Background: an optimization exercise with open tools, aiming at small area, a short achievable clock period and few clock cycles per item. Do not read the settings as production practice. In this exercise RTL edits were held to simulation tests only and were not proved equivalent to the original.

==> flow/design.v <==
module blade_fmul (
    input  wire [31:0] a,
    input  wire [31:0] b,
    output reg  [31:0] y
);
    wire        sa = a[31];
    wire        sb = b[31];
    wire [7:0]  ea = a[30:23];
    wire [7:0]  eb = b[30:23];
    wire [22:0] fa = a[22:0];
    wire [22:0] fb = b[22:0];
    wire a_nan  = (ea == 8'hFF) && (fa != 0);
    wire b_nan  = (eb == 8'hFF) && (fb != 0);
    wire a_inf  = (ea == 8'hFF) && (fa == 0);
    wire b_inf  = (eb == 8'hFF) && (fb == 0);
    wire a_zero = (ea == 8'h00) && (fa == 0);
    wire b_zero = (eb == 8'h00) && (fb == 0);
    wire sy     = sa ^ sb;
    wire [23:0] ma = {ea != 0, fa};
    wire [23:0] mb = {eb != 0, fb};
    wire [9:0]  xa = (ea == 0) ? 10'd1 : {2'b00, ea};
    wire [9:0]  xb = (eb == 0) ? 10'd1 : {2'b00, eb};
    wire [47:0] prod = ma * mb;
    function [5:0] lzc48(input [47:0] v);
        integer i;
        reg found;
        begin
            lzc48 = 6'd48;
            found = 1'b0;
            for (i = 47; i >= 0; i = i - 1) begin
                if (!found && v[i]) begin
                    lzc48 = 6'd47 - i[5:0];
                    found = 1'b1;
                end
            end
        end
    endfunction
    reg [5:0]         lz;
    reg [47:0]        pn;
    reg signed [11:0] e;
    reg [5:0]         sh;
    reg signed [11:0] nsh;
    reg [72:0]        wide;
    reg [23:0]        m;
    reg               g, st, rnd;
    reg [7:0]         ef;
    always @* begin
        lz   = lzc48(prod);
        pn   = prod << lz;
        e    = $signed({2'b00, xa}) + $signed({2'b00, xb}) - 12'sd126 - $signed({6'd0, lz});
        nsh  = 12'sd1 - e;
        if (e < 12'sd1) begin
            sh = (nsh > 12'sd26) ? 6'd26 : nsh[5:0];
            ef = 8'd0;
        end else begin
            sh = 6'd0;
            ef = e[7:0];
        end
        wide = {pn, 25'd0} >> sh;
        m    = wide[72:49];
        g    = wide[48];
        st   = |wide[47:0];
        rnd  = g & (st | m[0]);
        if (a_nan || b_nan || (a_inf && b_zero) || (b_inf && a_zero))
            y = 32'h7FC00000;
        else if (a_inf || b_inf)
            y = {sy, 8'hFF, 23'd0};
        else if (a_zero || b_zero)
            y = {sy, 31'd0};
        else if (e > 12'sd254)
            y = {sy, 8'hFF, 23'd0};
        else
            y = {sy, ef, m[22:0]} + {31'd0, rnd};
    end
endmodule
module blade_fadd (
    input  wire [31:0] a,
    input  wire [31:0] b,
    input  wire        sub,
    output reg  [31:0] y
);
    wire [31:0] bb = {b[31] ^ sub, b[30:0]};
    wire a_nan = (a[30:23] == 8'hFF) && (a[22:0] != 0);
    wire b_nan = (bb[30:23] == 8'hFF) && (bb[22:0] != 0);
    wire a_inf = (a[30:23] == 8'hFF) && (a[22:0] == 0);
    wire b_inf = (bb[30:23] == 8'hFF) && (bb[22:0] == 0);
    wire        swap = bb[30:0] > a[30:0];
    wire [31:0] p = swap ? bb : a;
    wire [31:0] q = swap ? a : bb;
    wire [23:0] mp = {p[30:23] != 0, p[22:0]};
    wire [23:0] mq = {q[30:23] != 0, q[22:0]};
    wire [7:0]  xp = (p[30:23] == 0) ? 8'd1 : p[30:23];
    wire [7:0]  xq = (q[30:23] == 0) ? 8'd1 : q[30:23];
    wire [7:0]  d  = xp - xq;
    wire        eff_sub = p[31] ^ q[31];
    function [4:0] lzc27(input [26:0] v);
        integer i;
        reg found;
        begin
            lzc27 = 5'd27;
            found = 1'b0;
            for (i = 26; i >= 0; i = i - 1) begin
                if (!found && v[i]) begin
                    lzc27 = 5'd26 - i[4:0];
                    found = 1'b1;
                end
            end
        end
    endfunction
    reg [4:0]  ds;
    reg [50:0] qw;
    reg [26:0] al, bl;
    reg [27:0] S;
    reg [26:0] N;
    reg [9:0]  e;
    reg [4:0]  lz, ls;
    reg [7:0]  xm1;
    reg [23:0] m;
    reg        rnd;
    reg [7:0]  ef;
    always @* begin
        ds = (d > 8'd26) ? 5'd26 : d[4:0];
        qw = {mq, 27'd0} >> ds;
        al = {mp, 3'b000};
        bl = {qw[50:27], qw[26], qw[25], |qw[24:0]};
        S  = eff_sub ? ({1'b0, al} - {1'b0, bl}) : ({1'b0, al} + {1'b0, bl});
        if (S[27]) begin
            N  = S[27:1] | {26'd0, S[0]};
            e  = {2'b00, xp} + 10'd1;
            lz = 5'd0;
            ls = 5'd0;
            xm1 = 8'd0;
        end else begin
            lz = lzc27(S[26:0]);
            xm1 = xp - 8'd1;
            ls = ({3'd0, lz} < xp) ? lz : xm1[4:0];
            N  = S[26:0] << ls;
            e  = {2'b00, xp} - {5'd0, ls};
        end
        m   = N[26:3];
        rnd = N[2] & (N[1] | N[0] | m[0]);
        ef  = m[23] ? e[7:0] : 8'd0;
        if (a_nan || b_nan || (a_inf && b_inf && (a[31] != bb[31])))
            y = 32'h7FC00000;
        else if (a_inf)
            y = a;
        else if (b_inf)
            y = bb;
        else if (S == 0)
            y = {a[31] & bb[31], 31'd0};
        else if (e > 10'd254)
            y = {p[31], 8'hFF, 23'd0};
        else
            y = {p[31], ef, m[22:0]} + {31'd0, rnd};
    end
endmodule
module blade_biquad (
    input  wire        clk,
    input  wire        rst,
    input  wire        cmd_valid,
    output wire        cmd_ready,
    input  wire        cmd_clear,
    input  wire [31:0] cmd_x0,
    input  wire [31:0] cmd_x1,
    input  wire [31:0] cmd_b0,
    input  wire [31:0] cmd_b1,
    input  wire [31:0] cmd_b2,
    input  wire [31:0] cmd_a1,
    input  wire [31:0] cmd_a2,
    output reg         rsp_valid,
    output reg  [31:0] rsp_y0,
    output reg  [31:0] rsp_y1
);
    localparam [3:0] K_B0X  = 4'd0,    
                     K_Y    = 4'd1,    
                     K_B1X  = 4'd2,    
                     K_A1Y  = 4'd3,    
                     K_T1   = 4'd4,    
                     K_S1   = 4'd5,    
                     K_B2X  = 4'd6,    
                     K_A2Y  = 4'd7,    
                     K_S2   = 4'd8;    
    reg        busy;
    reg        lane;
    reg [3:0]  step;
    reg [31:0] x0, x1, b0, b1, b2, a1, a2;
    reg [31:0] s1_0, s1_1, s2_0, s2_1;
    reg [31:0] p, t;
    assign cmd_ready = !busy;
    wire accept = cmd_valid && cmd_ready;
    wire [31:0] x  = lane ? x1   : x0;
    wire [31:0] s1 = lane ? s1_1 : s1_0;
    wire [31:0] s2 = lane ? s2_1 : s2_0;
    wire [31:0] y  = lane ? rsp_y1 : rsp_y0;
    reg  [31:0] mul_a, mul_b;
    reg  [31:0] add_a, add_b;
    reg         add_sub;
    wire [31:0] mul_y, add_y;
    blade_fmul u_mul (.a(mul_a), .b(mul_b), .y(mul_y));
    blade_fadd u_add (.a(add_a), .b(add_b), .sub(add_sub), .y(add_y));
    always @* begin
        mul_a   = x;
        mul_b   = b0;
        add_a   = p;
        add_b   = s1;
        add_sub = 1'b0;
        case (step)
            K_B0X: begin mul_a = x; mul_b = b0; end
            K_Y:   begin add_a = p; add_b = s1; add_sub = 1'b0; end
            K_B1X: begin mul_a = x; mul_b = b1; end
            K_A1Y: begin mul_a = y; mul_b = a1; end
            K_T1:  begin add_a = t; add_b = p;  add_sub = 1'b1; end
            K_S1:  begin add_a = t; add_b = s2; add_sub = 1'b0; end
            K_B2X: begin mul_a = x; mul_b = b2; end
            K_A2Y: begin mul_a = y; mul_b = a2; end
            K_S2:  begin add_a = t; add_b = p;  add_sub = 1'b1; end
            default: ;
        endcase
    end
    always @(posedge clk) begin
        if (rst) begin
            busy      <= 1'b0;
            lane      <= 1'b0;
            step      <= K_B0X;
            rsp_valid <= 1'b0;
            s1_0      <= 32'd0;
            s1_1      <= 32'd0;
            s2_0      <= 32'd0;
            s2_1      <= 32'd0;
        end else begin
            rsp_valid <= 1'b0;
            if (!busy) begin
                if (accept) begin
                    if (cmd_clear) begin
                        s1_0 <= 32'd0;
                        s1_1 <= 32'd0;
                        s2_0 <= 32'd0;
                        s2_1 <= 32'd0;
                    end else begin
                        x0   <= cmd_x0;
                        x1   <= cmd_x1;
                        b0   <= cmd_b0;
                        b1   <= cmd_b1;
                        b2   <= cmd_b2;
                        a1   <= cmd_a1;
                        a2   <= cmd_a2;
                        busy <= 1'b1;
                        lane <= 1'b0;
                        step <= K_B0X;
                    end
                end
            end else begin
                case (step)
                    K_B0X: p <= mul_y;
                    K_Y: begin
                        if (lane) rsp_y1 <= add_y;
                        else      rsp_y0 <= add_y;
                    end
                    K_B1X: t <= mul_y;
                    K_A1Y: p <= mul_y;
                    K_T1:  t <= add_y;
                    K_S1: begin
                        if (lane) s1_1 <= add_y;
                        else      s1_0 <= add_y;
                    end
                    K_B2X: t <= mul_y;
                    K_A2Y: p <= mul_y;
                    K_S2: begin
                        if (lane) s2_1 <= add_y;
                        else      s2_0 <= add_y;
                    end
                    default: ;
                endcase
                if (step == K_S2) begin
                    step <= K_B0X;
                    lane <= !lane;
                    if (lane) begin
                        busy      <= 1'b0;
                        rsp_valid <= 1'b1;
                    end
                end else begin
                    step <= step + 4'd1;
                end
            end
        end
    end
endmodule
==> flow/run.sh <==
#!/bin/bash
# synth_recipe.tcl (not shown) runs the flow's synth.tcl, then flattens the netlist and writes it again
# the make line also repeats each setting of config.mk as NAME=value (left out here)
make -C /OpenROAD-flow-scripts/flow DESIGN_CONFIG=/design/flow/config.mk WORK_HOME=/design/flow/orfs CLKGATE_MAP_FILE= SYNTH_SCRIPT=/design/flow/synth_recipe.tcl finish
==> flow/config.mk <==
export PLATFORM = sky130hd
export DESIGN_NAME = blade_biquad
export DESIGN_NICKNAME = blade_biquad
export VERILOG_FILES = /design/flow/design.v
export SDC_FILE = /design/flow/constraint.sdc
export NUM_CORES = 4
export LEC_CHECK = 0
export CAP_MARGIN = 20
export CORE_MARGIN = 2
export CORE_UTILIZATION = 40
export PLACE_DENSITY = 0.6
export SLEW_MARGIN = 20
==> flow/constraint.sdc <==
create_clock -name core_clock -period 24.0 [get_ports {clk}]
set_input_delay 4.8000 -clock core_clock [delete_from_list [all_inputs] [get_ports {clk}]]
set_output_delay 4.8000 -clock core_clock [all_outputs]
set_load 0.01 [all_outputs]
==> impl_metrics.csv <==
group,metric,value,unit
status,status,"complete, no violations",
routing,drt-pass1-iter-count,8,
yosys,synth.top_cell.area_share,18.4,%
grt,global_route.overflow_total,0,
clocking,numCtsBuffers,59,
yosys,syn_avg_cell_area,8.49,sq um
clocking,cts_htree_levels,2,
floorplanning,die_h,383,um
routing,via_count,56100,
floorplanning,coreArea,0.143,sq mm
yosys,ys_ff_latch,487,
clocking,clock-root-buffer,"clkbuf_16",
worst_setup_path,cp_max_fo,20,
yosys,synth_area,0.0575,sq mm
yosys,synth.area.top_cells,"edfxtp_1 18%, fa_1 17%, ha_1 6.6%",
sta,clock-skew-final,45.4,ps
layout,fin_cells,8899,
yosys,synth_cell_types,117,
yosys,ys.flop_type,"edfxtp_1",
floorplanning,die_w,383,um
sta,final.min_clock_period,22770,ps
sta,relSlewSlack,14.2,%
min_path,holdCritPathClass,"reg2reg",
yosys,synth_commonest_cells,"855 x nand2_1, 685 x inv_1, 637 x nor2_1",
grt,grt_pass1_vias,54400,
layout,fillers,14000,
flow_run,max_cap_violations,0,
clocking,clk_latency,720,ps
sta,finalCritPeriodShare,94.9,%
sta,tightest_slew,1270,ps
routing,drt-total-wl,259,mm
layout,syn2layout_area_growth,13.3,%
floorplanning,fp-row-count,139,
clocking,clock_sinks,487,
routing,wire_per_inst,29.0,um
worst_setup_path,cp_top_family,"compound AO/OA/AOI/OAI gates",
worst_setup_path,endpoint_kind,"flip-flop",
worst_setup_path,cp_common_cell,"a21oi_1",
routing,drtAntennaViolNets,0,
worst_setup_path,cpPeakStageDelay,850,ps
yosys,seq_area_frac_synth,23.1,%
grt,grt_max_degree,168,
layout,nNetsFinal,7958,
worst_setup_path,worstSetupPathType,"reg2reg",
worst_setup_path,critPathArrivalTime,23160,ps
worst_setup_path,cp_slowest_cell,"dfxtp_1",
worst_setup_path,cp-start-kind,"flip-flop",
routing,drcViolationCount,0,
routing,viasPerCell,6.31,
sta,grt_setup_unrepaired,"no",
yosys,yosysMostFrequentCell,"nand2_1",
placement,port_buffers,293,
placement,dpl.hpwl,202,mm
floorplanning,dieArea,0.147,sq mm
sta,clock.fmax,0.0439,GHz
yosys,synth_top_cell_by_area,"edfxtp_1",
grt,antenna_found_initial,8,
worst_setup_path,cp.buffers_inverters,10,
sta,slew_viol_final,0,
sta,tns,0,ps
clocking,max-clock-path-buffers,3,
sta,finalHoldViolations,0,
layout,layout-drive-gt1-share,7.42,%
placement,placed_cells,8781,
grt,grt_use_total,34.4,%
yosys,synth-edff-count,352,
yosys,synth_fp_nets,7790,
clocking,clkSlewWorstSetupHoldPaths,60,ps
yosys,ys_warn_count,3,
yosys,async_flop_share,0,%
yosys,syn_inst,6773,
sta,whs,448,ps
floorplanning,start_util,40.2,%
clocking,cts_tree,"yes",
sta,setup_viol,0,
placement,gp_congestion,1.01,
clocking,hold_buffers,0,
routing,drt-initial-drc-count,7547,
worst_setup_path,worstPathRequired,24390,ps
grt,grt_pass1_wl,375,mm
floorplanning,ioPinCount,294,
==> cell usage in the layout, fill, tap and decap left out, types with 45 or more instances in the layout <==
cell type / netlist / routed
dfxtp_1: 135 / 133
and3_1: 49 / 49
nand4_1: 65 / 65
o21ai_0: 262 / 251
inv_1: 685 / 685
o211ai_1: 62 / 62
xnor2_1: 98 / 96
nand2_1: 855 / 853
nor4_1: 69 / 67
and2_1: 60 / 60
clkbuf_16: 0 / 62
ha_1: 302 / 302
a31oi_1: 67 / 55
mux2_2: 89 / 89
fa_1: 487 / 487
mux2i_1: 223 / 223
a211oi_1: 63 / 62
buf_4: 18 / 201
or3_1: 48 / 48
o22ai_1: 58 / 58
clkdlybuf4s50_1: 0 / 292
nor2_1: 637 / 635
a22oi_1: 146 / 146
a21oi_1: 326 / 323
o21ai_1: 47 / 45
nand3_1: 220 / 220
a21o_1: 67 / 67
edfxtp_1: 352 / 352
o21a_1: 58 / 57
nor3_1: 150 / 149
==> through the flow <==
stage          cell area (sq um)  worst slack [ps]  utilization (%)
2_1_floorplan              57500              4530                -
3_3_place_gp               63000              1950             44.0
3_5_place_dp               63000              1910             44.0
4_1_cts                    65100              1750             45.5
5_1_grt                    65100              13.9             45.5
6_report                   65100              1230             45.5
==> repair_timing <==
item	4_1_cts	5_1_grt
resized for setup	0	1
endpoints found under the hold margin	0	0
endpoints found under the setup margin	0	7
buffers inserted	0	1
==> kinds of logic (layout without fill, tap and decap cells) <==
| logic type | after synthesis | count (layout) | share of synthesized area [%] |
|---|---|---|---|
| mux | 330 | 330 | 6.31 |
| simple gates | 2370 | 2370 | 18.9 |
| buf+inv | 1079 | 1296 | 7.25 |
| fa+ha+maj | 789 | 789 | 23.5 |
| compound gates | 1578 | 1578 | 18.7 |
| xor+xnor | 140 | 140 | 2.18 |
| flops | 487 | 487 | 23.1 |
| other cells | 0 | 6 | 0 |
==> area by class of cell <==
| class | count | area [sq um] | area share [%] |
|---|---|---|---|
| antenna | 6 | 15.0 | 0.0231 |
| tap | 1903 | 2380 | 3.66 |
| sequential | 487 | 13300 | 20.4 |
| multi-input combinational | 5207 | 40400 | 61.9 |
| inverter | 692 | 2600 | 3.99 |
| clock inverter | 36 | 415 | 0.638 |
| timing repair buffer | 494 | 4450 | 6.83 |
| clock buffer | 74 | 1650 | 2.53 |
==> worst min-delay path: cells and delay by family (launching register included) <==
family / cells / cell delay (ps)
simple gates: 1 / 50
compound gates: 1 / 50
flops: 1 / 310
==> metal layers <==
layer  vias up  wire, um  track usage, %
li1      24300         -               -
met1     27900    108000            48.2
met2      3341    109000            50.7
met3       594     29300            8.83
met4         6     11500            13.3
met5         -        32               0
==> path summary, 6_finish.rpt <==
kind	start	end	slack, ps	depth (start not counted)
worst max-delay path	step[2]	rsp_y1[26]	1230	78
worst min-delay path	s1_1[27]	s1_1[27]	450	2
worst max register to register	step[2]	rsp_y1[26]	1230	78
worst min register to register	s1_1[27]	s1_1[27]	450	2
Testbench counts, summed over its fixed seeds: cycles 91,208, items 4,800.

## static timing again, ports no longer ideal
No port has a modelled driver above. Below, the same layout with a new extraction and two added sets of constraints.
Step 1: set_driving_cell puts a clkbuf_16 on clk and a buf_2 on each other input, an assumption about the parent block.
Step 2, shift: input delay + t, output delay - t, t = (earliest + latest rising clock arrival at the registers) / 2. This alone moves slack from input paths to output paths.
Slacks: ideal ports / drivers / drivers and shift; pairs: ideal ports / drivers.
shift t [ns]: 0.774
slack for setup (ns): 1.233 / 1.233 / 1.233
slew at the worst register clock pin (ns): 0.08 / 0.08
After both steps this run still meets setup and hold. The setup slack of this run moves by 0.000 ns with the drivers and by 0.000 ns with both steps.
